From an optimization exercise on the open Yosys and OpenROAD flow, aimed at small area; shortcuts taken in it are not production practice.
Function was checked by simulation only, so behaviour that the tests miss may differ from the original.
The clock port is modelled as an ideal driver; clocking choices that lean on that would not hold on a real chip.
Power figures rest on the tool's default switching activity, not on a simulated workload.

<file path="config.mk">
export PLATFORM = sky130hd
export DESIGN_NAME = copycat_core
export DESIGN_NICKNAME = copycat_core
export VERILOG_FILES = /design/flow/design.v
export SDC_FILE = /design/flow/constraint.sdc
export NUM_CORES = 4
export LEC_CHECK = 0
export CAP_MARGIN = 20
export CORE_MARGIN = 2
export CORE_UTILIZATION = 40
export SLEW_MARGIN = 20
</file>
<file path="constraint.sdc">
create_clock -name core_clock -period 10.0 [get_ports {clk}]
set_input_delay 2.0000 -clock core_clock [delete_from_list [all_inputs] [get_ports {clk}]]
set_output_delay 2.0000 -clock core_clock [all_outputs]
set_load 0.01 [all_outputs]
</file>
<file path="design.v">
module copycat_core (
    input  wire       clk,
    input  wire       rst,         
    input  wire [2:0] in_raw,      
    output reg        out_sig,
    output reg        out_stat,
    output wire [7:0] nvm_addr,
    output wire [7:0] nvm_wdata,
    input  wire [7:0] nvm_rdata,
    output wire       nvm_rd,
    output wire       nvm_wr,
    input  wire       nvm_ready,
    output wire       wdt_kick
);
    localparam [4:0] CTL_TICK       = 5'h0;
    localparam [4:0] CTL_TRIG       = 5'h1;
    localparam [4:0] REC_ARM        = 5'hd;
    localparam [4:0] REC_WAIT_REL   = 5'h3;
    localparam [4:0] REC_WAIT_PRESS = 5'h4;
    localparam [4:0] REC_SYNC       = 5'ha;
    localparam [4:0] REC_CHECK      = 5'h8;
    localparam [4:0] REC_WRITE      = 5'h6;
    localparam [4:0] REC_FINAL      = 5'hb;
    localparam [4:0] REC_DONE       = 5'h7;
    localparam [4:0] PB_CLEAR       = 5'hc;
    localparam [4:0] PB_LEN         = 5'h9;
    localparam [4:0] PB_SYNC        = 5'h2;
    localparam [4:0] PB_LOAD        = 5'hf;
    localparam [4:0] PB_DONE        = 5'he;
    localparam [4:0] REC_BIT0       = 5'h10;
    localparam [4:0] PB_BIT0        = 5'h18;
    reg [3:0] tick_cnt;
    reg [2:0] prev_raw;
    reg [2:0] deb;
    reg       tick_flag;
    reg [4:0] s;
    reg [9:0] hold;
    reg [3:0] led;
    reg [7:0] shreg;
    reg [7:0] len;
    reg [7:0] idx;
    wire d_prog = deb[0];
    wire d_act  = deb[1];
    wire d_trig = deb[2];
    wire bitst   = s[4];
    wire pb_bit  = s[4] & s[3];
    wire last_bit = s[2:0] == 3'd7;
    assign nvm_rd   = (s == PB_LEN) || (s == PB_LOAD);
    assign nvm_wr   = (s == REC_WRITE) || (s == REC_FINAL);
    assign wdt_kick = (s == CTL_TICK) || (s == REC_WAIT_REL) ||
                      (s == REC_WAIT_PRESS) || bitst;
    assign nvm_addr  = idx;
    assign nvm_wdata = shreg;
    wire rec_more = d_prog && !(&idx);
    wire idx_clr  = (s == CTL_TICK) || (s == CTL_TRIG) ||
                    ((s == REC_CHECK) && !rec_more);
    wire idx_inc  = (s == PB_SYNC) || ((s == REC_CHECK) && rec_more) ||
                    (pb_bit && tick_flag && last_bit && (idx != len));
    wire tick = &tick_cnt;
    wire restart_tick = (s == REC_SYNC) || (s == PB_SYNC);
    always @(posedge clk) begin
        if (rst) begin
            tick_cnt <= 4'd0;
            prev_raw <= 3'b111;
            deb      <= 3'b000;
        end else begin
            tick_cnt <= restart_tick ? 4'd0 : tick_cnt + 4'd1;
            if (tick) begin
                deb      <= ~(in_raw | prev_raw);
                prev_raw <= in_raw;
            end
        end
    end
    wire consume = tick_flag && ((s == CTL_TICK) || bitst);
    always @(posedge clk) begin
        if (rst)
            tick_flag <= 1'b0;
        else if (tick)
            tick_flag <= 1'b1;
        else if (consume)
            tick_flag <= 1'b0;
    end
    always @(posedge clk) begin
        if (rst) begin
            s        <= CTL_TICK;
            hold     <= 10'd0;
            led      <= 4'd0;
            out_sig  <= 1'b0;
            out_stat <= 1'b0;
        end else begin
            if (bitst) begin
                if (tick_flag) begin
                    out_sig  <= pb_bit ? shreg[7] : d_act;
                    out_stat <= pb_bit ? shreg[7] : d_act;
                    shreg    <= {shreg[6:0], d_act & ~pb_bit};
                    s <= s + 5'd1;
                    if (last_bit) begin
                        if (!pb_bit)
                            s <= REC_WRITE;
                        else if (idx == len)
                            s <= PB_DONE;
                        else
                            s   <= PB_LOAD;
                    end
                end
            end else
            case (s)
                CTL_TICK: begin
                    s <= CTL_TRIG;
                    if (tick_flag) begin
                        if (led[3] && !led[2] && !led[1])
                            out_stat <= ~out_stat;
                        led <= {led[2:0], ~((~led[3] & led[1] & ~led[0]) | (led[3] & ~led[1] & ~led[0]) | (led[3] & led[1] & led[0]))};
                        if (d_prog) begin
                            if (hold == 10'b1010110010) begin
                                hold <= 10'd0;
                                s    <= REC_ARM;
                            end else
                                hold <= {hold[8:0], ~(hold[9] ^ hold[6])};
                        end else
                            hold <= 10'd0;
                    end
                end
                CTL_TRIG: s <= (d_act || d_trig) ? PB_CLEAR : CTL_TICK;
                REC_ARM: begin
                    out_sig  <= 1'b0;
                    out_stat <= 1'b1;
                    s        <= REC_WAIT_REL;
                end
                REC_WAIT_REL:   if (!d_prog) s <= REC_WAIT_PRESS;
                REC_WAIT_PRESS: if (d_prog)  s <= REC_SYNC;
                REC_SYNC: s <= REC_CHECK;
                REC_CHECK: begin
                    if (rec_more)
                        s     <= REC_BIT0;
                    else begin
                        shreg <= idx;
                        s     <= REC_FINAL;
                    end
                end
                REC_WRITE: if (nvm_ready) s <= REC_CHECK;
                REC_FINAL: if (nvm_ready) s <= REC_DONE;
                REC_DONE: begin
                    out_sig  <= 1'b0;
                    out_stat <= 1'b0;
                    s        <= CTL_TRIG;
                end
                PB_CLEAR: begin
                    out_sig  <= 1'b0;
                    out_stat <= 1'b0;
                    s        <= PB_LEN;
                end
                PB_LEN: if (nvm_ready) begin
                    len <= nvm_rdata;
                    s   <= (nvm_rdata == 8'd0) ? CTL_TICK : PB_SYNC;
                end
                PB_SYNC: s <= PB_LOAD;
                PB_LOAD: if (nvm_ready) begin
                    shreg <= nvm_rdata;
                    s     <= PB_BIT0;
                end
                PB_DONE: begin
                    out_sig  <= 1'b0;
                    out_stat <= 1'b0;
                    s        <= CTL_TICK;
                end
                default: s <= CTL_TICK;
            endcase
        end
    end
    always @(posedge clk)
        idx <= (idx + {7'd0, idx_inc}) & {8{~idx_clr}};
endmodule
</file>
<file path="flow/run.sh">
#!/bin/bash
# Own layout flow: the standard synthesis, its combinational logic re-mapped
# for area by ABC (registers untouched), then the standard layout with the
# smallest buffer cell on the ports and the clock tree options in flow/cts_args.txt.
set -euo pipefail
R=orfs/results/${FLOW_PLATFORM}/copycat_core/base
LIB=${FLOW_HOME}/platforms/${FLOW_PLATFORM}/lib/sky130_fd_sc_hd__tt_025C_1v80.lib
YOSYS=${FLOW_HOME}/../tools/install/yosys/bin/yosys
[[ -x $YOSYS ]] || YOSYS=yosys

bash standard.sh synth > 1_standard_synth.log 2>&1
cp $R/1_2_yosys.v standard_netlist.v
sed -e "s#LIBFILE#${LIB}#g" -e "s#TOPNAME#${FLOW_TOP}#g" flow/resynth.ys > resynth_run.ys
$YOSYS -s resynth_run.ys > 2_resynth.log 2>&1
cp resynth_netlist.v $R/1_2_yosys.v
touch $R/1_2_yosys.v

export BUFFER_PORTS_ARGS="-buffer_cell sky130_fd_sc_hd__buf_1"
export CTS_ARGS="$(cat flow/cts_args.txt)"
bash standard.sh > 3_standard_layout.log 2>&1
</file>
<file path="flow/cts_args.txt">
-sink_clustering_enable -repair_clock_nets -buf_list sky130_fd_sc_hd__clkbuf_8 -dont_use_dummy_load
</file>
<file path="flow/resynth.abc">
strash
&get -n
&st
&dch -f
&nf -a -p -R 1000
&put
strash
&get -n
&st
&dch -f
&nf -a -p -R 1000
&put
strash
&get -n
&st
&dch -f
&nf -a -p -R 1000
&put
strash
&get -n
&st
&dch -f
&nf -a -p -R 1000
&put
strash
&get -n
&st
&dch -f
&nf -a -p -R 1000
&put
</file>
<file path="flow/resynth.ys">
# Re-map the combinational logic of the standard synthesis for area.
# The registers stay the standard synthesis's cells, with their names.
read_liberty -ignore_miss_func LIBFILE
read_verilog standard_netlist.v
hierarchy -top TOPNAME
blackbox sky130_fd_sc_hd__*df* sky130_fd_sc_hd__*dl* sky130_fd_sc_hd__conb_1
flatten
opt -purge
abc -liberty LIBFILE -dont_use sky130_fd_sc_hd__lpflow_bleeder_1 -dont_use sky130_fd_sc_hd__lpflow_clkbufkapwr_1 -dont_use sky130_fd_sc_hd__lpflow_clkbufkapwr_16 -dont_use sky130_fd_sc_hd__lpflow_clkbufkapwr_2 -dont_use sky130_fd_sc_hd__lpflow_clkbufkapwr_4 -dont_use sky130_fd_sc_hd__lpflow_clkbufkapwr_8 -dont_use sky130_fd_sc_hd__lpflow_clkinvkapwr_1 -dont_use sky130_fd_sc_hd__lpflow_clkinvkapwr_16 -dont_use sky130_fd_sc_hd__lpflow_clkinvkapwr_2 -dont_use sky130_fd_sc_hd__lpflow_clkinvkapwr_4 -dont_use sky130_fd_sc_hd__lpflow_clkinvkapwr_8 -dont_use sky130_fd_sc_hd__lpflow_decapkapwr_12 -dont_use sky130_fd_sc_hd__lpflow_decapkapwr_3 -dont_use sky130_fd_sc_hd__lpflow_decapkapwr_4 -dont_use sky130_fd_sc_hd__lpflow_decapkapwr_6 -dont_use sky130_fd_sc_hd__lpflow_decapkapwr_8 -dont_use sky130_fd_sc_hd__lpflow_inputiso0n_1 -dont_use sky130_fd_sc_hd__lpflow_inputiso0p_1 -dont_use sky130_fd_sc_hd__lpflow_inputiso1n_1 -dont_use sky130_fd_sc_hd__lpflow_inputiso1p_1 -dont_use sky130_fd_sc_hd__lpflow_inputisolatch_1 -dont_use sky130_fd_sc_hd__lpflow_isobufsrc_1 -dont_use sky130_fd_sc_hd__lpflow_isobufsrc_16 -dont_use sky130_fd_sc_hd__lpflow_isobufsrc_2 -dont_use sky130_fd_sc_hd__lpflow_isobufsrc_4 -dont_use sky130_fd_sc_hd__lpflow_isobufsrc_8 -dont_use sky130_fd_sc_hd__lpflow_isobufsrckapwr_16 -dont_use sky130_fd_sc_hd__lpflow_lsbuf_lh_hl_isowell_tap_1 -dont_use sky130_fd_sc_hd__lpflow_lsbuf_lh_hl_isowell_tap_2 -dont_use sky130_fd_sc_hd__lpflow_lsbuf_lh_hl_isowell_tap_4 -dont_use sky130_fd_sc_hd__lpflow_lsbuf_lh_isowell_4 -dont_use sky130_fd_sc_hd__lpflow_lsbuf_lh_isowell_tap_1 -dont_use sky130_fd_sc_hd__lpflow_lsbuf_lh_isowell_tap_2 -dont_use sky130_fd_sc_hd__lpflow_lsbuf_lh_isowell_tap_4 -dont_use sky130_fd_sc_hd__probe_p_8 -dont_use sky130_fd_sc_hd__probec_p_8  -script flow/resynth.abc
opt_clean -purge
rename -hide w:*.*
opt_clean -purge
stat -liberty LIBFILE
write_verilog -noattr -nohex -nodec resynth_netlist.v
</file>
<file path="standard.sh">
#!/bin/bash
# synth_recipe.tcl (not shown) runs the flow's synth.tcl, then flattens the netlist and writes it again
# the make line also repeats each setting of config.mk as NAME=value (left out here)
make -C /OpenROAD-flow-scripts/flow DESIGN_CONFIG=/design/flow/config.mk WORK_HOME=/design/flow/orfs CLKGATE_MAP_FILE= SYNTH_SCRIPT=/design/flow/synth_recipe.tcl "${@:-finish}"
</file>
==> flow_results.xml, run 1 <==
<?xml version="1.0" encoding="UTF-8"?>
<metrics>
  <group name="critical_path">
    <metric name="crit_arrival" unit="ps">1990</metric>
    <metric name="cp_slowest_cell" unit="">dfxtp_1</metric>
    <metric name="cp-end-kind" unit="">primary output</metric>
    <metric name="cp_max_fo" unit="">22</metric>
    <metric name="r2r_start" unit="">s[1]</metric>
    <metric name="worstSetupPathType" unit="">flop to primary output</metric>
    <metric name="cp_cell_sequence" unit="">clkinv_1 &gt; nand2_1 &gt; o21ai_0 &gt; buf_1</metric>
    <metric name="crit_path_start_kind" unit="">flop</metric>
    <metric name="worst_path_largest_cell_delay" unit="ps">780</metric>
    <metric name="critPathLaunch" unit="">s[4]</metric>
    <metric name="critPathRequiredTime" unit="ps">8000</metric>
  </group>
  <group name="sta">
    <metric name="tightest_slew" unit="ps">931</metric>
    <metric name="timing.final.setup_violations" unit="">0</metric>
    <metric name="skew" unit="ps">24.2</metric>
    <metric name="timing.final.crit_period" unit="ps">3990</metric>
    <metric name="finalHoldViolations" unit="">0</metric>
    <metric name="layout_worst_path_cycle_share" unit="">0.399</metric>
    <metric name="maximum_clock_rate" unit="GHz">0.251</metric>
    <metric name="hold_ws" unit="ps">436</metric>
    <metric name="grt_setup_unrepaired" unit="">no</metric>
    <metric name="max_slew_headroom" unit="">0.372</metric>
    <metric name="timing.setup.tns" unit="ps">0</metric>
    <metric name="final-max-slew-violation-count" unit="">0</metric>
  </group>
  <group name="placed_design">
    <metric name="numPortBuffers" unit="">34</metric>
    <metric name="finalWeightedCongestion" unit="">0.937</metric>
    <metric name="hpwl" unit="microns">4190</metric>
    <metric name="placedCellCount" unit="">390</metric>
  </group>
  <group name="clocking">
    <metric name="clock_path_buffers" unit="">2</metric>
    <metric name="holdBufCountCts" unit="">0</metric>
    <metric name="clock_tree_from_tritoncts" unit="">built</metric>
    <metric name="cts.sinks" unit="">56</metric>
    <metric name="tritoncts.num_buffers" unit="">5</metric>
    <metric name="cts_resizes" unit="">0</metric>
    <metric name="clk_latency" unit="ps">310</metric>
    <metric name="post-cts-setup-buffer-count" unit="">0</metric>
    <metric name="clock-root-buffer" unit="">clkbuf_8</metric>
    <metric name="clkTransAtPathRegs" unit="ps">100</metric>
    <metric name="htreeDepth" unit="">2</metric>
  </group>
  <group name="synthesis">
    <metric name="synth_nets" unit="">294</metric>
    <metric name="syn_area_per_cell" unit="sq um">8.90</metric>
    <metric name="syn-instance-count" unit="">280</metric>
    <metric name="ys.warnings.count" unit="">1</metric>
    <metric name="syn_area" unit="sq um">2490</metric>
  </group>
  <group name="layout">
    <metric name="finish.cell_count_without_fillers" unit="">395</metric>
    <metric name="drive_gt1_frac" unit="">0.0250</metric>
    <metric name="fillerInstances" unit="">627</metric>
    <metric name="nNetsFinal" unit="">336</metric>
    <metric name="syn_to_final_growth" unit="%">12.3</metric>
    <metric name="num_antenna_cells" unit="">0</metric>
  </group>
  <group name="die">
    <metric name="core.rowCount" unit="">28</metric>
    <metric name="floorplan.die.height" unit="microns">82.9</metric>
    <metric name="dieArea" unit="sq um">6880</metric>
    <metric name="initial_core_util" unit="">0.418</metric>
    <metric name="boundaryPins" unit="">35</metric>
    <metric name="coreArea" unit="sq um">5960</metric>
    <metric name="die-width" unit="microns">82.9</metric>
  </group>
  <group name="drt">
    <metric name="detail-route-antenna-nets" unit="">0</metric>
    <metric name="post_drt_via_cell_ratio" unit="">5.54</metric>
    <metric name="route.vias.total" unit="">2188</metric>
    <metric name="wl_per_cell" unit="microns">14.5</metric>
    <metric name="drt-initial-drc-count" unit="">124</metric>
    <metric name="drt_wl_total" unit="microns">5710</metric>
    <metric name="drcViolationCount" unit="">0</metric>
    <metric name="first_pass_iters" unit="">4</metric>
  </group>
  <group name="power_and_ir_drop">
    <metric name="p_leak" unit="nW">0.972</metric>
    <metric name="vdd_ir_drop_max" unit="V">0.0000912</metric>
    <metric name="power.density_cell_area" unit="nW/um^2">178</metric>
  </group>
  <group name="hold_path">
    <metric name="hold_path_startpoint" unit="">prev_raw[0]</metric>
    <metric name="worst_hold_path_type" unit="">flop to flop</metric>
  </group>
  <group name="global_route">
    <metric name="vias_in_the_first_global_route" unit="">1912</metric>
    <metric name="globalRouteOverflowTotal" unit="">0</metric>
    <metric name="grt_pass1_wl" unit="microns">9560</metric>
    <metric name="grt_usage" unit="">0.170</metric>
    <metric name="pin_count_of_the_biggest_net_entering_global_routing" unit="">32</metric>
    <metric name="antenna_found_initial" unit="">0</metric>
  </group>
  <group name="run_status">
    <metric name="outcome" unit="">timing/DRC/antenna clean</metric>
  </group>
  <group name="flow_run">
    <metric name="number_of_max_cap_violations" unit="">0</metric>
  </group>
</metrics>
## where the power goes
part	internal [mW]	switching [mW]
Clock	0.0454	0.0660
Sequential	0.247	0.0239
Combinational	0.0421	0.0744
Total	0.334	0.164
## stage by stage
stage | worst slack, ps | total power [mW] | instance area, sq um | utilization
detailed placement | 6070 | 0.392 | 2720 | 0.457
floorplan | 6720 | 0.353 | 2490 | -
global route | 5890 | 0.530 | 2800 | 0.470
finish | 6010 | 0.499 | 2800 | 0.470
global placement | 6140 | 0.392 | 2720 | 0.457
CTS | 6060 | 0.502 | 2790 | 0.468
## layer usage
layer	GRT usage	vias to the layer above	share of wire
li1	-	1107	-
met2	0.255	69	0.45
met4	0.0417	0	0.010
met3	0.0408	6	0.059
met5	0	-	0
met1	0.246	1006	0.48
## cell usage in the layout (no fill, tap or decap), drive strengths merged, types with 7 or more instances in the layout
master,count
nor2,47
nand2,42
a22oi,20
and3,7
dfxtp,40
edfxtp,16
a21oi,17
buf,35
xor2,8
nor3,16
and2,7
o21ai,12
## flip-flops by register name, indices dropped and copies added, names as in the netlist
signal,cells
deb,3
prev_raw,3
hold,10
tick_flag,1
tick_cnt,4
out_stat,1
out_sig,1
shreg,8
led,4
s,5
idx,8
len,8
## final timing paths
check,to,slack [ps],cells past startpoint
max,nvm_rd,6010,4
min,prev_raw[0],440,2
max reg2reg,shreg[5],7040,5
min reg2reg,prev_raw[0],440,2
## worst max-delay path, delay by kind of cell (launching register included)
kind | cells | cell delay [ps]
AND/OR/NAND/NOR | 1 | 180
flip-flops | 1 | 780
AO/OA/AOI/OAI | 1 | 170
buffers and inverters | 2 | 540
## final cells by class
type / instances / area, sq um / area share
sequential: 56 / 1280 / 0.458
multi-input combinational: 223 / 1220 / 0.435
timing repair buffer: 35 / 135 / 0.0483
tap: 75 / 93.8 / 0.0335
clock buffer: 5 / 68.8 / 0.0246
inverter: 1 / 3.75 / 0.00134
==> run 2, diff against run 1 <==
--- a/config.mk
+++ b/config.mk
@@ -5,7 +5,7 @@
 export SDC_FILE = /design/flow/constraint.sdc
 export NUM_CORES = 4
 export LEC_CHECK = 0
-export CAP_MARGIN = 20
+export CAP_MARGIN = 0
 export CORE_MARGIN = 2
 export CORE_UTILIZATION = 40
-export SLEW_MARGIN = 20
+export SLEW_MARGIN = 0
==> run 2 against run 1 <==
  * Still clean on timing, DRC and antenna
  * Critical path depth did not move
  * Register-to-register slack got worse by 70 ps
  * Sequential share of layout area increased by 0.082 points
  * Synthesized area stayed put
  * Setup slack got worse by 1.1 ps
  * Die area is the same
  * Sequential power about the same
  * Wire length rose by 0.44%
  * Synthesized cell count is the same
  * Clock skew down 1.1 ps
  * Clock power hardly changed
  * Utilization down 0.084 points
  * Largest power group unchanged
==> flow_results.xml, run 2 <==
<?xml version="1.0" encoding="UTF-8"?>
<metrics>
  <group name="run_status">
    <metric name="outcome" unit="">timing/DRC/antenna clean</metric>
  </group>
  <group name="synthesis">
    <metric name="ys.warnings.count" unit="">1</metric>
    <metric name="syn_area" unit="sq um">2490</metric>
    <metric name="synth_nets" unit="">294</metric>
    <metric name="syn-instance-count" unit="">280</metric>
    <metric name="syn_area_per_cell" unit="sq um">8.90</metric>
  </group>
  <group name="sta">
    <metric name="grt_setup_unrepaired" unit="">no</metric>
    <metric name="final-max-slew-violation-count" unit="">0</metric>
    <metric name="tightest_slew" unit="ps">1160</metric>
    <metric name="maximum_clock_rate" unit="GHz">0.251</metric>
    <metric name="timing.final.crit_period" unit="ps">3990</metric>
    <metric name="skew" unit="ps">23.1</metric>
    <metric name="layout_worst_path_cycle_share" unit="">0.399</metric>
    <metric name="max_slew_headroom" unit="">0.223</metric>
    <metric name="timing.setup.tns" unit="ps">0</metric>
    <metric name="timing.final.setup_violations" unit="">0</metric>
    <metric name="finalHoldViolations" unit="">0</metric>
  </group>
  <group name="flow_run">
    <metric name="number_of_max_cap_violations" unit="">0</metric>
  </group>
  <group name="clocking">
    <metric name="post-cts-setup-buffer-count" unit="">0</metric>
    <metric name="clock_path_buffers" unit="">2</metric>
    <metric name="clock_tree_from_tritoncts" unit="">built</metric>
    <metric name="tritoncts.num_buffers" unit="">5</metric>
    <metric name="cts.sinks" unit="">56</metric>
    <metric name="clkTransAtPathRegs" unit="ps">100</metric>
    <metric name="clk_latency" unit="ps">310</metric>
    <metric name="holdBufCountCts" unit="">0</metric>
    <metric name="clock-root-buffer" unit="">clkbuf_8</metric>
    <metric name="cts_resizes" unit="">0</metric>
    <metric name="htreeDepth" unit="">2</metric>
  </group>
  <group name="die">
    <metric name="initial_core_util" unit="">0.418</metric>
    <metric name="dieArea" unit="sq um">6880</metric>
    <metric name="die-width" unit="microns">82.9</metric>
    <metric name="floorplan.die.height" unit="microns">82.9</metric>
    <metric name="coreArea" unit="sq um">5960</metric>
    <metric name="core.rowCount" unit="">28</metric>
    <metric name="boundaryPins" unit="">35</metric>
  </group>
  <group name="drt">
    <metric name="detail-route-antenna-nets" unit="">0</metric>
    <metric name="drcViolationCount" unit="">0</metric>
    <metric name="drt_wl_total" unit="microns">5730</metric>
    <metric name="drt-initial-drc-count" unit="">106</metric>
    <metric name="route.vias.total" unit="">2172</metric>
    <metric name="wl_per_cell" unit="microns">14.5</metric>
    <metric name="post_drt_via_cell_ratio" unit="">5.48</metric>
    <metric name="first_pass_iters" unit="">4</metric>
  </group>
  <group name="power_and_ir_drop">
    <metric name="vdd_ir_drop_max" unit="V">0.0000909</metric>
    <metric name="p_leak" unit="nW">0.975</metric>
    <metric name="power.density_cell_area" unit="nW/um^2">178</metric>
  </group>
  <group name="critical_path">
    <metric name="ff2ff_setup_slack" unit="ps">6970</metric>
    <metric name="cp_cell_sequence" unit="">clkinv_1 &gt; nand2_1 &gt; o21ai_0 &gt; buf_1</metric>
    <metric name="crit_arrival" unit="ps">1990</metric>
    <metric name="r2r_start" unit="">s[1]</metric>
    <metric name="crit_path_end" unit="">nvm_rd</metric>
    <metric name="critPathLaunch" unit="">s[4]</metric>
    <metric name="critPathRequiredTime" unit="ps">8000</metric>
    <metric name="worstReg2RegEnd" unit="">shreg[4]</metric>
    <metric name="reg2regPathDepth" unit="">6</metric>
    <metric name="worst_path_largest_cell_delay" unit="ps">780</metric>
    <metric name="crit_path_start_kind" unit="">flop</metric>
    <metric name="worstSetupPathType" unit="">flop to primary output</metric>
    <metric name="cp-end-kind" unit="">primary output</metric>
    <metric name="cp_slowest_cell" unit="">dfxtp_1</metric>
    <metric name="cp_max_fo" unit="">22</metric>
  </group>
  <group name="layout">
    <metric name="top_register" unit="">hold</metric>
    <metric name="fillerInstances" unit="">628</metric>
    <metric name="most_common_cell_after_layout_fill_and_taps_aside" unit="">nor2_1</metric>
    <metric name="num_antenna_cells" unit="">0</metric>
    <metric name="nNetsFinal" unit="">337</metric>
    <metric name="syn_to_final_growth" unit="%">12.1</metric>
    <metric name="utilization" unit="">0.469</metric>
    <metric name="flip_flop_count_of_the_largest_register_after_layout" unit="">10</metric>
    <metric name="drive_gt1_frac" unit="">0.0218</metric>
    <metric name="final_cell_mix" unit="">nor2_1, nand2_1, dfxtp_1, buf_1, a22oi_1</metric>
  </group>
  <group name="placed_design">
    <metric name="hpwl" unit="microns">4190</metric>
    <metric name="finalWeightedCongestion" unit="">0.937</metric>
    <metric name="numPortBuffers" unit="">34</metric>
  </group>
  <group name="global_route">
    <metric name="grt_pass1_wl" unit="microns">9560</metric>
    <metric name="vias_in_the_first_global_route" unit="">1912</metric>
    <metric name="globalRouteOverflowTotal" unit="">0</metric>
    <metric name="pin_count_of_the_biggest_net_entering_global_routing" unit="">32</metric>
    <metric name="grt_usage" unit="">0.170</metric>
    <metric name="antenna_found_initial" unit="">0</metric>
  </group>
  <group name="hold_path">
    <metric name="worst_hold_path_type" unit="">flop to flop</metric>
  </group>
</metrics>
==> run 2: routing by layer <==
layer / share of wire / track usage / wire [microns]
met1: 0.49 / 0.246 / 2830
met5: 0 / 0 / 0
met3: 0.055 / 0.0408 / 315
met2: 0.44 / 0.255 / 2530
met4: 0.0096 / 0.0417 / 55
==> run 2: through the flow <==
stage | power (mW) | cells | instance area, sq um | worst slack, ps | hold WS (ps)
final | 0.498 | 396 | 2800 | 6010 | 436
after global placement | 0.392 | 390 | 2720 | 6140 | 418
after detailed placement | 0.392 | 390 | 2720 | 6070 | 432
after floorplan | 0.353 | 280 | 2490 | 6720 | 410
after global routing | 0.530 | 396 | 2800 | 5890 | 480
after CTS | 0.502 | 395 | 2790 | 6060 | 442
==> run 2: worst min path at each step <==
| stage | startpoint | endpoint | slack [ps] | depth (start not counted) |
|---|---|---|---|---|
| 3_5_place_dp | prev_raw[0] | prev_raw[0] | 430 | 2 |
| 2_1_floorplan | prev_raw[1] | prev_raw[1] | 410 | 2 |
| 5_1_grt | prev_raw[2] | prev_raw[2] | 480 | 2 |
| 3_3_place_gp | prev_raw[2] | prev_raw[2] | 420 | 2 |
| 4_1_cts | prev_raw[0] | prev_raw[0] | 440 | 2 |
| 6_report | prev_raw[0] | prev_raw[0] | 440 | 2 |
==> run 2: area by class of cell <==
class	instances	area, sq um	area share
timing repair buffer	36	140	0.0501
multi-input combinational	223	1210	0.432
inverter	1	3.75	0.00134
sequential	56	1280	0.458
clock buffer	5	68.8	0.0246
tap	75	93.8	0.0336
==> run 2: report_power, final <==
group	internal [mW]	leakage [nW]	total, mW	switching (mW)
logic	0.0422	0.468	0.117	0.0746
registers	0.247	0.471	0.271	0.0240
clock network	0.0454	0.0359	0.111	0.0653
total	0.334	0.975	0.498	0.164
==> run 2: worst max-delay path, delay by kind of cell, from the launching register on <==
family	cells	cell delay (ps)
and+or+nand+nor	1	180
AOI/OAI and AO/OA	1	160
DFF	1	780
buffers and inverters	2	540
==> run 3, diff against run 2 <==
==> flow/run.sh (replaced) <==
#!/bin/bash
# Own layout flow:
#  1. the standard synthesis, then its combinational logic re-mapped for
#     area by ABC (registers untouched, names kept);
#  2. the standard floorplan and placement, with the smallest buffer cell
#     on the ports;
#  3. a clock tree of CTS_K buffers driven by the clock port (flow/cts.tcl);
#  4. the standard flow from there (routing, finishing).
set -euo pipefail
R=orfs/results/${FLOW_PLATFORM}/copycat_core/base
LIB=${FLOW_HOME}/platforms/${FLOW_PLATFORM}/lib/sky130_fd_sc_hd__tt_025C_1v80.lib
YOSYS=${FLOW_HOME}/../tools/install/yosys/bin/yosys
[[ -x $YOSYS ]] || YOSYS=yosys
OPENROAD=${FLOW_HOME}/../tools/install/OpenROAD/bin/openroad
[[ -x $OPENROAD ]] || OPENROAD=openroad
source flow/cts_params.sh

bash standard.sh synth > 1_standard_synth.log 2>&1
cp $R/1_2_yosys.v standard_netlist.v
sed -e "s#LIBFILE#${LIB}#g" -e "s#TOPNAME#${FLOW_TOP}#g" flow/resynth.ys > resynth_run.ys
$YOSYS -s resynth_run.ys > 2_resynth.log 2>&1
cp resynth_netlist.v $R/1_2_yosys.v
touch $R/1_2_yosys.v

export BUFFER_PORTS_ARGS="-buffer_cell sky130_fd_sc_hd__buf_1"
bash standard.sh place > 3_standard_place.log 2>&1

PLATFORM_DIR=${FLOW_HOME}/platforms/${FLOW_PLATFORM} RESULTS_DIR=$R \
CLOCK_PORT=clk CTS_K=$CTS_K CTS_BUF=$CTS_BUF \
  $OPENROAD -no_init -exit flow/cts.tcl > 4_own_cts.log 2>&1
touch $R/4_1_cts.odb

bash standard.sh > 5_standard_finish.log 2>&1
if [[ -f orfs/logs/${FLOW_PLATFORM}/copycat_core/base/4_1_cts.log ]]; then
  echo "standard CTS ran over the own clock tree" >&2
  exit 1
fi
==> flow/cts.tcl (new file) <==
# Clock tree: the clock port drives CTS_K buffers of type CTS_BUF, each of
# which drives one cluster of the registers (k-means on their placement).
set P $::env(PLATFORM_DIR)
set R $::env(RESULTS_DIR)
read_liberty $P/lib/sky130_fd_sc_hd__tt_025C_1v80.lib
read_db $R/3_place.odb
read_sdc $R/3_place.sdc
source $P/setRC.tcl
set K $::env(CTS_K)
set BUF $::env(CTS_BUF)
set clknet $::env(CLOCK_PORT)

set items {}
foreach p [all_registers -clock_pins] {
  set bb [[[sta::sta_to_db_pin $p] getInst] getBBox]
  lappend items [list [expr {([$bb xMin] + [$bb xMax]) / 2.0}] [expr {([$bb yMin] + [$bb yMax]) / 2.0}] [get_full_name $p]]
}
set items [lsort -real -index 0 $items]
set n [llength $items]
# initial centres: K strips by x; then Lloyd iterations
set centres {}
for {set k 0} {$k < $K} {incr k} {
  set g [lrange $items [expr {$k * $n / $K}] [expr {($k + 1) * $n / $K - 1}]]
  set sx 0; set sy 0
  foreach it $g { set sx [expr {$sx + [lindex $it 0]}]; set sy [expr {$sy + [lindex $it 1]}] }
  lappend centres [list [expr {$sx / [llength $g]}] [expr {$sy / [llength $g]}]]
}
for {set iter 0} {$iter < 20} {incr iter} {
  set groups {}
  for {set k 0} {$k < $K} {incr k} { lappend groups {} }
  foreach it $items {
    set best 0; set bd 1e30
    for {set k 0} {$k < $K} {incr k} {
      set c [lindex $centres $k]
      set d [expr {abs([lindex $it 0] - [lindex $c 0]) + abs([lindex $it 1] - [lindex $c 1])}]
      if {$d < $bd} { set bd $d; set best $k }
    }
    lset groups $best [concat [lindex $groups $best] [list $it]]
  }
  set centres {}
  foreach g $groups {
    set sx 0; set sy 0
    foreach it $g { set sx [expr {$sx + [lindex $it 0]}]; set sy [expr {$sy + [lindex $it 1]}] }
    lappend centres [list [expr {$sx / max(1, [llength $g])}] [expr {$sy / max(1, [llength $g])}]]
  }
}
set k 0
foreach g $groups c $centres {
  if {[llength $g] == 0} continue
  set pins {}
  foreach it $g { lappend pins [get_pins [lindex $it 2]] }
  puts "cluster $k: [llength $g] registers at [expr {[lindex $c 0] / 1000.0}] [expr {[lindex $c 1] / 1000.0}]"
  insert_buffer -buffer_cell $BUF -net $clknet -load_pins $pins \
    -location [list [expr {[lindex $c 0] / 1000.0}] [expr {[lindex $c 1] / 1000.0}]] \
    -buffer_name clkbuf_leaf_$k -net_name clknet_leaf_$k
  incr k
}
foreach net [get_nets clknet_leaf_*] { [sta::sta_to_db_net $net] setSigType CLOCK }
[sta::sta_to_db_net [get_nets $clknet]] setSigType CLOCK
detailed_placement
check_placement -verbose
set_propagated_clock [all_clocks]
estimate_parasitics -placement
report_clock_skew
set worst 0
foreach p [all_registers -clock_pins] { set s [get_property $p slew_max]; if {$s > $worst} { set worst $s } }
puts "worst register clock-pin slew (placement estimate): $worst"
report_worst_slack -max
report_worst_slack -min
write_db $R/4_1_cts.odb
write_sdc -no_timestamp $R/4_cts.sdc
==> flow/cts_params.sh (new file) <==
CTS_K=3
CTS_BUF=sky130_fd_sc_hd__clkbuf_8
--- a/config.mk
+++ b/config.mk
@@ -7,5 +7,6 @@
 export LEC_CHECK = 0
 export CAP_MARGIN = 0
 export CORE_MARGIN = 2
-export CORE_UTILIZATION = 40
+export CORE_UTILIZATION = 70
+export PLACE_DENSITY = 0.85
 export SLEW_MARGIN = 0
removed: flow/cts_args.txt
==> run 3 against run 2 <==
  * Utilization increased by 34 points
  * Synthesized cell count unchanged
  * Combinational power about the same
  * Sequential share of layout area increased by 1.2 points
  * Setup slack improved by 240 ps
  * Largest power group unchanged
  * Wire length decreased by 6.8%
==> flow_results.xml, run 3 <==
<?xml version="1.0" encoding="UTF-8"?>
<metrics>
  <group name="run_status">
    <metric name="outcome" unit="">timing/DRC/antenna clean</metric>
  </group>
  <group name="drt">
    <metric name="drcViolationCount" unit="">0</metric>
    <metric name="route.layer.met1.wl" unit="microns">2240</metric>
    <metric name="route.met2.wl" unit="microns">2580</metric>
    <metric name="route.vias.total" unit="">2254</metric>
    <metric name="drt-initial-drc-count" unit="">341</metric>
    <metric name="first_pass_iters" unit="">5</metric>
    <metric name="wl_per_cell" unit="microns">14.7</metric>
    <metric name="detail-route-antenna-nets" unit="">0</metric>
    <metric name="dr.max_layer_used" unit="">met4</metric>
    <metric name="post_drt_via_cell_ratio" unit="">6.19</metric>
    <metric name="drt_wl_total" unit="microns">5340</metric>
    <metric name="wl_met3" unit="microns">363</metric>
  </group>
  <group name="power_and_ir_drop">
    <metric name="vdd_ir_drop_max" unit="V">0.000183</metric>
    <metric name="power" unit="mW">0.466</metric>
    <metric name="power.density_cell_area" unit="nW/um^2">171</metric>
    <metric name="p_leak" unit="nW">0.955</metric>
  </group>
  <group name="placed_design">
    <metric name="hpwl" unit="microns">4040</metric>
    <metric name="finalWeightedCongestion" unit="">0.967</metric>
    <metric name="placed_cell_area" unit="sq um">2690</metric>
    <metric name="numPortBuffers" unit="">34</metric>
  </group>
  <group name="critical_path">
    <metric name="worstReg2RegEnd" unit="">shreg[2]</metric>
    <metric name="crit_path_start_kind" unit="">flop</metric>
    <metric name="cp_slowest_cell" unit="">dfxtp_1</metric>
    <metric name="cp-end-kind" unit="">primary output</metric>
    <metric name="crit_arrival" unit="ps">1750</metric>
    <metric name="r2r_start" unit="">s[1]</metric>
    <metric name="cp_cell_sequence" unit="">clkinv_1 &gt; nand2_1 &gt; o21ai_0 &gt; buf_1</metric>
    <metric name="critPathRequiredTime" unit="ps">8000</metric>
    <metric name="ff2ff_setup_slack" unit="ps">6740</metric>
    <metric name="cp_max_fo" unit="">22</metric>
    <metric name="worst_path_largest_cell_delay" unit="ps">770</metric>
    <metric name="reg2regPathDepth" unit="">5</metric>
    <metric name="worstSetupPathType" unit="">flop to primary output</metric>
  </group>
  <group name="layout">
    <metric name="nNetsFinal" unit="">334</metric>
    <metric name="syn_to_final_growth" unit="%">9.39</metric>
    <metric name="final_area" unit="sq um">2730</metric>
    <metric name="num_antenna_cells" unit="">0</metric>
    <metric name="flip_flop_count_of_the_largest_register_after_layout" unit="">10</metric>
    <metric name="final_cell_mix" unit="">nor2_1, nand2_1, dfxtp_1, buf_1, a22oi_1</metric>
    <metric name="most_common_cell_after_layout_fill_and_taps_aside" unit="">nor2_1</metric>
    <metric name="drive_gt1_frac" unit="">0.0126</metric>
    <metric name="top_register" unit="">hold</metric>
  </group>
  <group name="global_route">
    <metric name="pin_count_of_the_biggest_net_entering_global_routing" unit="">32</metric>
    <metric name="grt_usage" unit="">0.277</metric>
    <metric name="antenna_found_initial" unit="">0</metric>
    <metric name="globalRouteOverflowTotal" unit="">0</metric>
    <metric name="vias_in_the_first_global_route" unit="">2026</metric>
    <metric name="grt_pass1_wl" unit="microns">9230</metric>
  </group>
  <group name="die">
    <metric name="initial_core_util" unit="">0.735</metric>
    <metric name="boundaryPins" unit="">35</metric>
    <metric name="core.rowCount" unit="">21</metric>
    <metric name="dieArea" unit="sq um">4050</metric>
    <metric name="die-width" unit="microns">63.7</metric>
    <metric name="coreArea" unit="sq um">3390</metric>
    <metric name="floorplan.die.height" unit="microns">63.7</metric>
  </group>
  <group name="hold_path">
    <metric name="whs_path_depth" unit="">2</metric>
    <metric name="worst_hold_path_type" unit="">flop to flop</metric>
    <metric name="hold_path_startpoint" unit="">prev_raw[1]</metric>
    <metric name="whs_endpoint" unit="">prev_raw[1]</metric>
  </group>
  <group name="synthesis">
    <metric name="synth_nets" unit="">294</metric>
    <metric name="syn_area_per_cell" unit="sq um">8.90</metric>
    <metric name="syn-instance-count" unit="">280</metric>
    <metric name="ys.warnings.count" unit="">1</metric>
    <metric name="syn_area" unit="sq um">2490</metric>
  </group>
  <group name="sta">
    <metric name="grt_setup_unrepaired" unit="">no</metric>
    <metric name="skew" unit="ps">25.0</metric>
    <metric name="max_slew_headroom" unit="">0.223</metric>
    <metric name="finalHoldViolations" unit="">0</metric>
    <metric name="timing.final.setup_violations" unit="">0</metric>
    <metric name="timing.final.crit_period" unit="ps">3750</metric>
    <metric name="layout_worst_path_cycle_share" unit="">0.375</metric>
    <metric name="maximum_clock_rate" unit="GHz">0.267</metric>
    <metric name="timing.setup.tns" unit="ps">0</metric>
    <metric name="final-max-slew-violation-count" unit="">0</metric>
    <metric name="tightest_slew" unit="ps">1160</metric>
  </group>
  <group name="clocking">
    <metric name="clk_latency" unit="ps">170</metric>
    <metric name="clkTransAtPathRegs" unit="ps">100</metric>
  </group>
  <group name="flow_run">
    <metric name="number_of_max_cap_violations" unit="">0</metric>
  </group>
</metrics>
==> run 3: worst max-delay path, delay by kind of cell (launching register included) <==
kind	cells	cell delay (ps)
AND/OR/NAND/NOR	1	180
buffers and inverters	2	520
flip-flops	1	770
AO/OA/AOI/OAI	1	120
==> run 3: worst max path at each step <==
stage                    from        to  slack (ps)  cells after the start
floorplan           nvm_ready  shreg[0]        6720                      4
global placement          rst  shreg[3]        6220                      5
detailed placement        rst  shreg[7]        6120                      5
global route             s[4]    nvm_rd        6100                      4
finish                   s[4]    nvm_rd        6250                      4
==> run 3: cell type report <==
class                   instances  area [sq um]
flip-flops and latches         56          1280
multi-input cells             223          1210
fillers                       236           663
repair buffers                 35           135
well taps                      46          57.6
clock buffers                   3          41.3
inverters                       1          3.75
==> run 3: report_power, final <==
group / switching [mW] / internal [mW] / total, mW / leakage [nW]
clock network: 0.0525 / 0.0280 / 0.0804 / 0.0216
logic: 0.0736 / 0.0419 / 0.115 / 0.462
registers: 0.0235 / 0.247 / 0.270 / 0.471
==> run 3: per-stage QoR <==
stage,hold slack (ps),util,cells,setup slack [ps]
finish,440,0.804,364,6250
global route,450,0.804,364,6100
detailed placement,425,0.792,361,6120
global placement,417,0.792,361,6220
floorplan,410,-,280,6720
==> run 3: layer usage <==
layer | vias up | track usage
li1 | 1103 | -
met1 | 1026 | 0.364
met2 | 109 | 0.488
met3 | 16 | 0.0214
met4 | 0 | 0.0842
met5 | - | 0
==> run 4, diff against run 3 <==
--- a/flow/cts.tcl
+++ b/flow/cts.tcl
@@ -1,5 +1,6 @@
 # Clock tree: the clock port drives CTS_K buffers of type CTS_BUF, each of
-# which drives one cluster of the registers (k-means on their placement).
+# which drives one cluster of the registers (equal-size k-means on their
+# placement).
 set P $::env(PLATFORM_DIR)
 set R $::env(RESULTS_DIR)
 read_liberty $P/lib/sky130_fd_sc_hd__tt_025C_1v80.lib
@@ -25,17 +26,35 @@
   foreach it $g { set sx [expr {$sx + [lindex $it 0]}]; set sy [expr {$sy + [lindex $it 1]}] }
   lappend centres [list [expr {$sx / [llength $g]}] [expr {$sy / [llength $g]}]]
 }
+# Lloyd iterations with equal-size clusters: pairs (register, centre) are
+# taken in order of distance, each centre up to ceil(n / K) registers.
+set cap [expr {($n + $K - 1) / $K}]
 for {set iter 0} {$iter < 20} {incr iter} {
+  set pairs {}
+  set i 0
+  foreach it $items {
+    for {set k 0} {$k < $K} {incr k} {
+      set c [lindex $centres $k]
+      lappend pairs [list [expr {abs([lindex $it 0] - [lindex $c 0]) + abs([lindex $it 1] - [lindex $c 1])}] $i $k]
+    }
+    incr i
+  }
+  set pairs [lsort -real -index 0 $pairs]
+  set owner [lrepeat $n -1]
+  set fill [lrepeat $K 0]
+  foreach pr $pairs {
+    lassign $pr d i k
+    if {[lindex $owner $i] >= 0 || [lindex $fill $k] >= $cap} continue
+    lset owner $i $k
+    lset fill $k [expr {[lindex $fill $k] + 1}]
+  }
   set groups {}
   for {set k 0} {$k < $K} {incr k} { lappend groups {} }
+  set i 0
   foreach it $items {
-    set best 0; set bd 1e30
-    for {set k 0} {$k < $K} {incr k} {
-      set c [lindex $centres $k]
-      set d [expr {abs([lindex $it 0] - [lindex $c 0]) + abs([lindex $it 1] - [lindex $c 1])}]
-      if {$d < $bd} { set bd $d; set best $k }
-    }
-    lset groups $best [concat [lindex $groups $best] [list $it]]
+    set k [lindex $owner $i]
+    lset groups $k [concat [lindex $groups $k] [list $it]]
+    incr i
   }
   set centres {}
   foreach g $groups {
==> run 4 against run 3 <==
  * Combinational power is essentially flat
  * Clock power grew 1%
  * First-iteration DRC count shrank 27%
  * Utilization is the same
  * Setup slack lost 10 ps
  * Maximum frequency shrank 0.28%
  * Synthesized cell count is the same
  * Power grew 0.20%
  * Highest routed layer unchanged
==> flow_results.xml, run 4 <==
<?xml version="1.0" encoding="UTF-8"?>
<metrics>
  <group name="hold_path">
    <metric name="whs_path_depth" unit="">2</metric>
    <metric name="hold_path_startpoint" unit="">prev_raw[1]</metric>
    <metric name="worst_hold_path_type" unit="">flop to flop</metric>
    <metric name="whs_endpoint" unit="">prev_raw[1]</metric>
  </group>
  <group name="placed_design">
    <metric name="finalWeightedCongestion" unit="">0.967</metric>
    <metric name="placedCellCount" unit="">361</metric>
    <metric name="numPortBuffers" unit="">34</metric>
    <metric name="placement.setup.worst_slack" unit="ps">6120</metric>
    <metric name="placed_cell_area" unit="sq um">2690</metric>
    <metric name="hpwl" unit="microns">4040</metric>
  </group>
  <group name="sta">
    <metric name="timing.final.setup_violations" unit="">0</metric>
    <metric name="timing.final.crit_period" unit="ps">3760</metric>
    <metric name="skew" unit="ps">13.6</metric>
    <metric name="tightest_slew" unit="ps">1140</metric>
    <metric name="layout_worst_path_cycle_share" unit="">0.376</metric>
    <metric name="worst_setup_margin" unit="ps">6240</metric>
    <metric name="maximum_clock_rate" unit="GHz">0.266</metric>
    <metric name="finalHoldViolations" unit="">0</metric>
    <metric name="final-max-slew-violation-count" unit="">0</metric>
    <metric name="max_slew_headroom" unit="">0.236</metric>
    <metric name="grt_setup_unrepaired" unit="">no</metric>
    <metric name="timing.setup.tns" unit="ps">0</metric>
  </group>
  <group name="layout">
    <metric name="seqCellArea" unit="sq um">1280</metric>
    <metric name="nNetsFinal" unit="">334</metric>
    <metric name="finish.cell_count_without_fillers" unit="">364</metric>
    <metric name="syn_to_final_growth" unit="%">9.39</metric>
    <metric name="drive_gt1_frac" unit="">0.0126</metric>
    <metric name="multi_input_area" unit="sq um">1210</metric>
    <metric name="final_cell_mix" unit="">nor2_1, nand2_1, dfxtp_1, buf_1, a22oi_1</metric>
    <metric name="top_register" unit="">hold</metric>
    <metric name="num_antenna_cells" unit="">0</metric>
    <metric name="most_common_cell_after_layout_fill_and_taps_aside" unit="">nor2_1</metric>
    <metric name="flip_flop_count_of_the_largest_register_after_layout" unit="">10</metric>
    <metric name="fillerInstances" unit="">238</metric>
    <metric name="final_area" unit="sq um">2730</metric>
  </group>
  <group name="global_route">
    <metric name="pin_count_of_the_biggest_net_entering_global_routing" unit="">32</metric>
    <metric name="grt_usage" unit="">0.283</metric>
    <metric name="vias_in_the_first_global_route" unit="">2024</metric>
    <metric name="grt_pass1_wl" unit="microns">9350</metric>
    <metric name="antenna_found_initial" unit="">0</metric>
    <metric name="globalRouteOverflowTotal" unit="">0</metric>
  </group>
  <group name="synthesis">
    <metric name="ys.warnings.count" unit="">1</metric>
    <metric name="syn-instance-count" unit="">280</metric>
    <metric name="synth_nets" unit="">294</metric>
    <metric name="syn_area_per_cell" unit="sq um">8.90</metric>
    <metric name="syn_area" unit="sq um">2490</metric>
  </group>
  <group name="critical_path">
    <metric name="r2r_start" unit="">s[1]</metric>
    <metric name="reg2regPathDepth" unit="">5</metric>
    <metric name="cp-end-kind" unit="">primary output</metric>
    <metric name="crit_path_start_kind" unit="">flop</metric>
    <metric name="worstReg2RegEnd" unit="">shreg[7]</metric>
    <metric name="ff2ff_setup_slack" unit="ps">6760</metric>
    <metric name="crit_arrival" unit="ps">1760</metric>
    <metric name="critPathRequiredTime" unit="ps">8000</metric>
    <metric name="worstSetupPathType" unit="">flop to primary output</metric>
    <metric name="cp_max_fo" unit="">22</metric>
  </group>
  <group name="flow_run">
    <metric name="number_of_max_cap_violations" unit="">0</metric>
  </group>
  <group name="drt">
    <metric name="drcViolationCount" unit="">0</metric>
    <metric name="post_drt_via_cell_ratio" unit="">6.11</metric>
    <metric name="drt-initial-drc-count" unit="">248</metric>
    <metric name="route.vias.total" unit="">2224</metric>
    <metric name="detail-route-antenna-nets" unit="">0</metric>
    <metric name="wl_per_cell" unit="microns">14.8</metric>
    <metric name="drt_wl_total" unit="microns">5380</metric>
    <metric name="first_pass_iters" unit="">5</metric>
  </group>
  <group name="power_and_ir_drop">
    <metric name="power" unit="mW">0.467</metric>
    <metric name="p_leak" unit="nW">0.955</metric>
    <metric name="power.density_cell_area" unit="nW/um^2">171</metric>
    <metric name="vdd_ir_drop_max" unit="V">0.000170</metric>
  </group>
  <group name="die">
    <metric name="dieArea" unit="sq um">4050</metric>
    <metric name="core.rowCount" unit="">21</metric>
    <metric name="coreArea" unit="sq um">3390</metric>
    <metric name="floorplan.die.height" unit="microns">63.7</metric>
    <metric name="die-width" unit="microns">63.7</metric>
    <metric name="initial_core_util" unit="">0.735</metric>
    <metric name="boundaryPins" unit="">35</metric>
  </group>
  <group name="clocking">
    <metric name="clk_latency" unit="ps">170</metric>
    <metric name="clkTransAtPathRegs" unit="ps">110</metric>
  </group>
  <group name="run_status">
    <metric name="outcome" unit="">timing/DRC/antenna clean</metric>
  </group>
</metrics>
==> run 4: layout make-up <==
cell class,instances,share of cell area
Sequential cell,56,0.470
Inverter,1,0.00138
Clock buffer,3,0.0151
Timing Repair Buffer,35,0.0496
Tap cell,46,0.0211
Multi-Input combinational cell,223,0.443
==> run 4: where the power goes <==
| group | total, mW | leakage, nW | switching (mW) | internal [mW] |
|---|---|---|---|---|
| sequential | 0.270 | 0.471 | 0.0231 | 0.247 |
| combinational | 0.116 | 0.462 | 0.0740 | 0.0419 |
| clock | 0.0813 | 0.0216 | 0.0533 | 0.0280 |
| total | 0.467 | 0.955 | 0.150 | 0.317 |
==> run 4: worst max-delay path, stage by stage, from the launching register on <==
cell and delay [ps]:
dfxtp_1 770, clkinv_1 360, nand2_1 180, o21ai_0 120, buf_1 160
==> run 4: per-stage QoR <==
step / utilization / hold slack (ps)
after floorplan: - / 410
after global placement: 0.792 / 417
after detailed placement: 0.792 / 425
after global routing: 0.804 / 450
final: 0.804 / 442
==> run 4: how the worst max path moves through the flow <==
stage / start / endpoint / cells past startpoint / slack [ps]
final: s[4] / nvm_rd / 4 / 6240
after global routing: s[4] / nvm_rd / 4 / 6070
after detailed placement: rst / shreg[7] / 5 / 6120
after global placement: rst / shreg[3] / 5 / 6220
after floorplan: nvm_ready / shreg[0] / 4 / 6720
==> run 4: metal layers <==
metal  track usage  wire length [microns]  share of wire
met5             0                      0              0
met4        0.0815                    163          0.030
met3        0.0179                    327          0.061
met2         0.497                   2670           0.50
met1         0.376                   2220           0.41
==> run 5, diff against run 4 <==
--- a/design.v
+++ b/design.v
@@ -56,6 +56,7 @@
                     ((s == REC_CHECK) && !rec_more);
     wire idx_inc  = (s == PB_SYNC) || ((s == REC_CHECK) && rec_more) ||
                     (pb_bit && tick_flag && last_bit && (idx != len));
+    wire hold_last = (hold == 10'b1010110010);
     wire tick = &tick_cnt;
     wire restart_tick = (s == REC_SYNC) || (s == PB_SYNC);
     always @(posedge clk) begin
@@ -83,7 +84,6 @@
     always @(posedge clk) begin
         if (rst) begin
             s        <= CTL_TICK;
-            hold     <= 10'd0;
             led      <= 4'd0;
             out_sig  <= 1'b0;
             out_stat <= 1'b0;
@@ -92,7 +92,6 @@
                 if (tick_flag) begin
                     out_sig  <= pb_bit ? shreg[7] : d_act;
                     out_stat <= pb_bit ? shreg[7] : d_act;
-                    shreg    <= {shreg[6:0], d_act & ~pb_bit};
                     s <= s + 5'd1;
                     if (last_bit) begin
                         if (!pb_bit)
@@ -111,14 +110,8 @@
                         if (led[3] && !led[2] && !led[1])
                             out_stat <= ~out_stat;
                         led <= {led[2:0], ~((~led[3] & led[1] & ~led[0]) | (led[3] & ~led[1] & ~led[0]) | (led[3] & led[1] & led[0]))};
-                        if (d_prog) begin
-                            if (hold == 10'b1010110010) begin
-                                hold <= 10'd0;
-                                s    <= REC_ARM;
-                            end else
-                                hold <= {hold[8:0], ~(hold[9] ^ hold[6])};
-                        end else
-                            hold <= 10'd0;
+                        if (d_prog && hold_last)
+                            s <= REC_ARM;
                     end
                 end
                 CTL_TRIG: s <= (d_act || d_trig) ? PB_CLEAR : CTL_TICK;
@@ -134,7 +127,6 @@
                     if (rec_more)
                         s     <= REC_BIT0;
                     else begin
-                        shreg <= idx;
                         s     <= REC_FINAL;
                     end
                 end
@@ -150,14 +142,15 @@
                     out_stat <= 1'b0;
                     s        <= PB_LEN;
                 end
-                PB_LEN: if (nvm_ready) begin
+                PB_LEN: begin
                     len <= nvm_rdata;
-                    s   <= (nvm_rdata == 8'd0) ? CTL_TICK : PB_SYNC;
+                    if (nvm_ready)
+                        s <= (nvm_rdata == 8'd0) ? CTL_TICK : PB_SYNC;
                 end
                 PB_SYNC: s <= PB_LOAD;
-                PB_LOAD: if (nvm_ready) begin
-                    shreg <= nvm_rdata;
-                    s     <= PB_BIT0;
+                PB_LOAD: begin
+                    if (nvm_ready)
+                        s <= PB_BIT0;
                 end
                 PB_DONE: begin
                     out_sig  <= 1'b0;
@@ -170,4 +163,15 @@
     end
     always @(posedge clk)
         idx <= (idx + {7'd0, idx_inc}) & {8{~idx_clr}};
+    wire hold_en = (s == CTL_TICK) && tick_flag;
+    always @(posedge clk)
+        hold <= ({10{hold_en && d_prog && !hold_last}} & {hold[8:0], ~(hold[9] ^ hold[6])}) |
+                ({10{!hold_en}} & hold);
+    wire sh_shift = bitst && tick_flag;
+    wire sh_rd    = (s == PB_LOAD);
+    wire sh_cnt   = (s == REC_CHECK) && !rec_more;
+    always @(posedge clk)
+        shreg <= ({8{sh_shift}} & {shreg[6:0], d_act & ~pb_bit}) |
+                 ({8{sh_rd}} & nvm_rdata) | ({8{sh_cnt}} & idx) |
+                 ({8{!(sh_shift || sh_rd || sh_cnt)}} & shreg);
 endmodule
==> run 5 against run 4 <==
  * Flip-flop and latch count did not move
  * Register-to-register slack improved by 460 ps
  * Still clean
  * Cell count fell by 1.9%
==> flow_results.xml, run 5 <==
<?xml version="1.0" encoding="UTF-8"?>
<metrics>
  <group name="run_status">
    <metric name="outcome" unit="">timing/DRC/antenna clean</metric>
  </group>
  <group name="drt">
    <metric name="post_drt_via_cell_ratio" unit="">6.10</metric>
    <metric name="wl_per_cell" unit="microns">15.0</metric>
    <metric name="route.vias.total" unit="">2178</metric>
    <metric name="detail-route-antenna-nets" unit="">0</metric>
    <metric name="drt_wl_total" unit="microns">5350</metric>
    <metric name="first_pass_iters" unit="">6</metric>
    <metric name="drt-initial-drc-count" unit="">203</metric>
    <metric name="drcViolationCount" unit="">0</metric>
  </group>
  <group name="critical_path">
    <metric name="ff2ff_setup_slack" unit="ps">7220</metric>
    <metric name="cp.buffers_inverters" unit="">3</metric>
    <metric name="worstReg2RegEnd" unit="">idx[6]</metric>
    <metric name="r2r_start" unit="">s[4]</metric>
    <metric name="crit_path_start_kind" unit="">flop</metric>
    <metric name="critPathRequiredTime" unit="ps">8000</metric>
    <metric name="reg2regPathDepth" unit="">8</metric>
    <metric name="cp_cell_sequence" unit="">nand2_1 &gt; nor3_1 &gt; buf_4 &gt; clkinv_1 &gt; nand2_1 &gt; buf_1</metric>
    <metric name="cp_slowest_cell" unit="">dfxtp_1</metric>
    <metric name="critPathTopFamily" unit="">flip-flops</metric>
    <metric name="critPathLaunch" unit="">s[3]</metric>
    <metric name="cp_max_fo" unit="">17</metric>
    <metric name="worst_path_largest_cell_delay" unit="ps">680</metric>
    <metric name="cp-end-kind" unit="">primary output</metric>
    <metric name="crit_arrival" unit="ps">1750</metric>
    <metric name="worstSetupPathType" unit="">flop to primary output</metric>
    <metric name="crit_path_frequent_cell" unit="">nand2_1</metric>
  </group>
  <group name="placed_design">
    <metric name="finalWeightedCongestion" unit="">0.965</metric>
    <metric name="numPortBuffers" unit="">34</metric>
    <metric name="hpwl" unit="microns">4010</metric>
  </group>
  <group name="clocking">
    <metric name="clkTransAtPathRegs" unit="ps">100</metric>
    <metric name="clk_latency" unit="ps">160</metric>
  </group>
  <group name="hold_path">
    <metric name="whs_path_depth" unit="">2</metric>
    <metric name="whs_endpoint" unit="">prev_raw[1]</metric>
    <metric name="hold_path_startpoint" unit="">prev_raw[1]</metric>
    <metric name="worst_hold_path_type" unit="">flop to flop</metric>
  </group>
  <group name="die">
    <metric name="floorplan.die.height" unit="microns">62.6</metric>
    <metric name="initial_core_util" unit="">0.725</metric>
    <metric name="dieArea" unit="sq um">3910</metric>
    <metric name="coreArea" unit="sq um">3310</metric>
    <metric name="boundaryPins" unit="">35</metric>
    <metric name="core.rowCount" unit="">21</metric>
    <metric name="die-width" unit="microns">62.6</metric>
  </group>
  <group name="global_route">
    <metric name="globalRouteOverflowTotal" unit="">0</metric>
    <metric name="grt_usage" unit="">0.279</metric>
    <metric name="pin_count_of_the_biggest_net_entering_global_routing" unit="">21</metric>
    <metric name="vias_in_the_first_global_route" unit="">2024</metric>
    <metric name="grt_pass1_wl" unit="microns">9120</metric>
    <metric name="antenna_found_initial" unit="">0</metric>
  </group>
  <group name="sta">
    <metric name="final-max-slew-violation-count" unit="">0</metric>
    <metric name="timing.final.setup_violations" unit="">0</metric>
    <metric name="maximum_clock_rate" unit="GHz">0.267</metric>
    <metric name="timing.final.crit_period" unit="ps">3750</metric>
    <metric name="skew" unit="ps">10.3</metric>
    <metric name="timing.setup.tns" unit="ps">0</metric>
    <metric name="max_slew_headroom" unit="">0.214</metric>
    <metric name="finalHoldViolations" unit="">0</metric>
    <metric name="tightest_slew" unit="ps">1180</metric>
    <metric name="grt_setup_unrepaired" unit="">no</metric>
    <metric name="layout_worst_path_cycle_share" unit="">0.375</metric>
  </group>
  <group name="synthesis">
    <metric name="synth_nets" unit="">286</metric>
    <metric name="ys.warnings.count" unit="">1</metric>
    <metric name="syn_area_per_cell" unit="sq um">8.82</metric>
    <metric name="syn-instance-count" unit="">272</metric>
    <metric name="syn_area" unit="sq um">2400</metric>
  </group>
  <group name="layout">
    <metric name="final_cell_mix" unit="">dfxtp_1, nand2_1, buf_1, nor2_1, a21oi_1</metric>
    <metric name="drive_gt1_frac" unit="">0.0161</metric>
    <metric name="flip_flop_count_of_the_largest_register_after_layout" unit="">10</metric>
    <metric name="syn_to_final_growth" unit="%">10.1</metric>
    <metric name="fillerInstances" unit="">236</metric>
    <metric name="utilization" unit="">0.798</metric>
    <metric name="top_register" unit="">hold</metric>
    <metric name="num_antenna_cells" unit="">0</metric>
    <metric name="nNetsFinal" unit="">327</metric>
    <metric name="most_common_cell_after_layout_fill_and_taps_aside" unit="">dfxtp_1</metric>
  </group>
  <group name="power_and_ir_drop">
    <metric name="power" unit="mW">0.495</metric>
    <metric name="vdd_ir_drop_max" unit="V">0.000131</metric>
    <metric name="power.density_cell_area" unit="nW/um^2">187</metric>
    <metric name="p_leak" unit="nW">0.893</metric>
  </group>
  <group name="flow_run">
    <metric name="number_of_max_cap_violations" unit="">0</metric>
  </group>
</metrics>
## run 5: worst max path at each step
stage | end | slack [ps] | cells past startpoint
after detailed placement | nvm_rd | 6480 | 6
after global routing | nvm_rd | 6160 | 6
final | nvm_rd | 6250 | 6
after floorplan | nvm_rd | 6270 | 4
after global placement | nvm_rd | 6530 | 6
## run 5: metrics by stage
stage	instance area (sq um)	hold WS [ps]	worst slack, ps	std cells
after global placement	2600	419	6530	354
final	2640	437	6250	357
after global routing	2640	479	6160	357
after floorplan	2400	410	6270	272
after detailed placement	2600	426	6480	354
## run 5: worst min-delay path: cells and delay by family (launching register included)
kind,cells,cell delay [ps]
AND/OR/NAND/NOR,2,90
flip-flops,1,320
## run 5: power breakdown
part / switching (mW) / internal (mW)
sequential: 0.0330 / 0.253
combinational: 0.0833 / 0.0469
clock: 0.0515 / 0.0279
## run 5: area by class of cell
cell class / instances / area [sq um] / share of cell area
sequential: 56 / 1200 / 0.455
multi-input combinational: 209 / 1170 / 0.444
timing repair buffer: 36 / 143 / 0.0540
tap: 46 / 57.6 / 0.0218
clock buffer: 3 / 41.3 / 0.0156
inverter: 7 / 26.3 / 0.00995
## run 5: per-layer routing
layer / vias up / global-route usage / wire length, microns
met5: - / 0 / 0
met4: 0 / 0.0389 / 42
met3: 9 / 0.0252 / 313
met2: 88 / 0.497 / 2590
met1: 989 / 0.380 / 2400
li1: 1092 / - / -

[port drivers added, routing unchanged]
Ports are ideal in the flow. The routed layouts listed here were re-timed in OpenROAD. Step 1 (the two cells are an assumption about what drives the block):
set clk [get_ports {clk}]
set_driving_cell -lib_cell sky130_fd_sc_hd__clkbuf_16 $clk
set_driving_cell -lib_cell sky130_fd_sc_hd__buf_2 [delete_from_list [all_inputs] $clk]
Step 2 adds t to the input delays and takes it off the output delays; t is the mean of the earliest and latest rising clock arrival at the registers after step 1. Input paths then give back, and output paths get back, about the clock's delay inside the block. Slacks: no drivers / after step 1 / after step 2; pairs: no drivers / after step 1.
run	t (ns)	setup slack, ns	hold slack, ns
run 1	0.329	6.015 / 5.988 / 6.317	0.436 / 0.436 / 0.436
run 2	0.327	6.014 / 5.987 / 6.314	0.436 / 0.436 / 0.436
run 3	0.208	6.251 / 6.204 / 6.115	0.440 / 0.440 / 0.440
run 4	0.206	6.240 / 6.194 / 6.133	0.442 / 0.442 / 0.442
run 5	0.203	6.249 / 6.204 / 6.407	0.437 / 0.437 / 0.437
After both steps setup and hold are still met in every run listed. For run 3, which loses most, drivers alone change the setup slack by -0.047 ns; drivers and shift together by -0.136 ns.
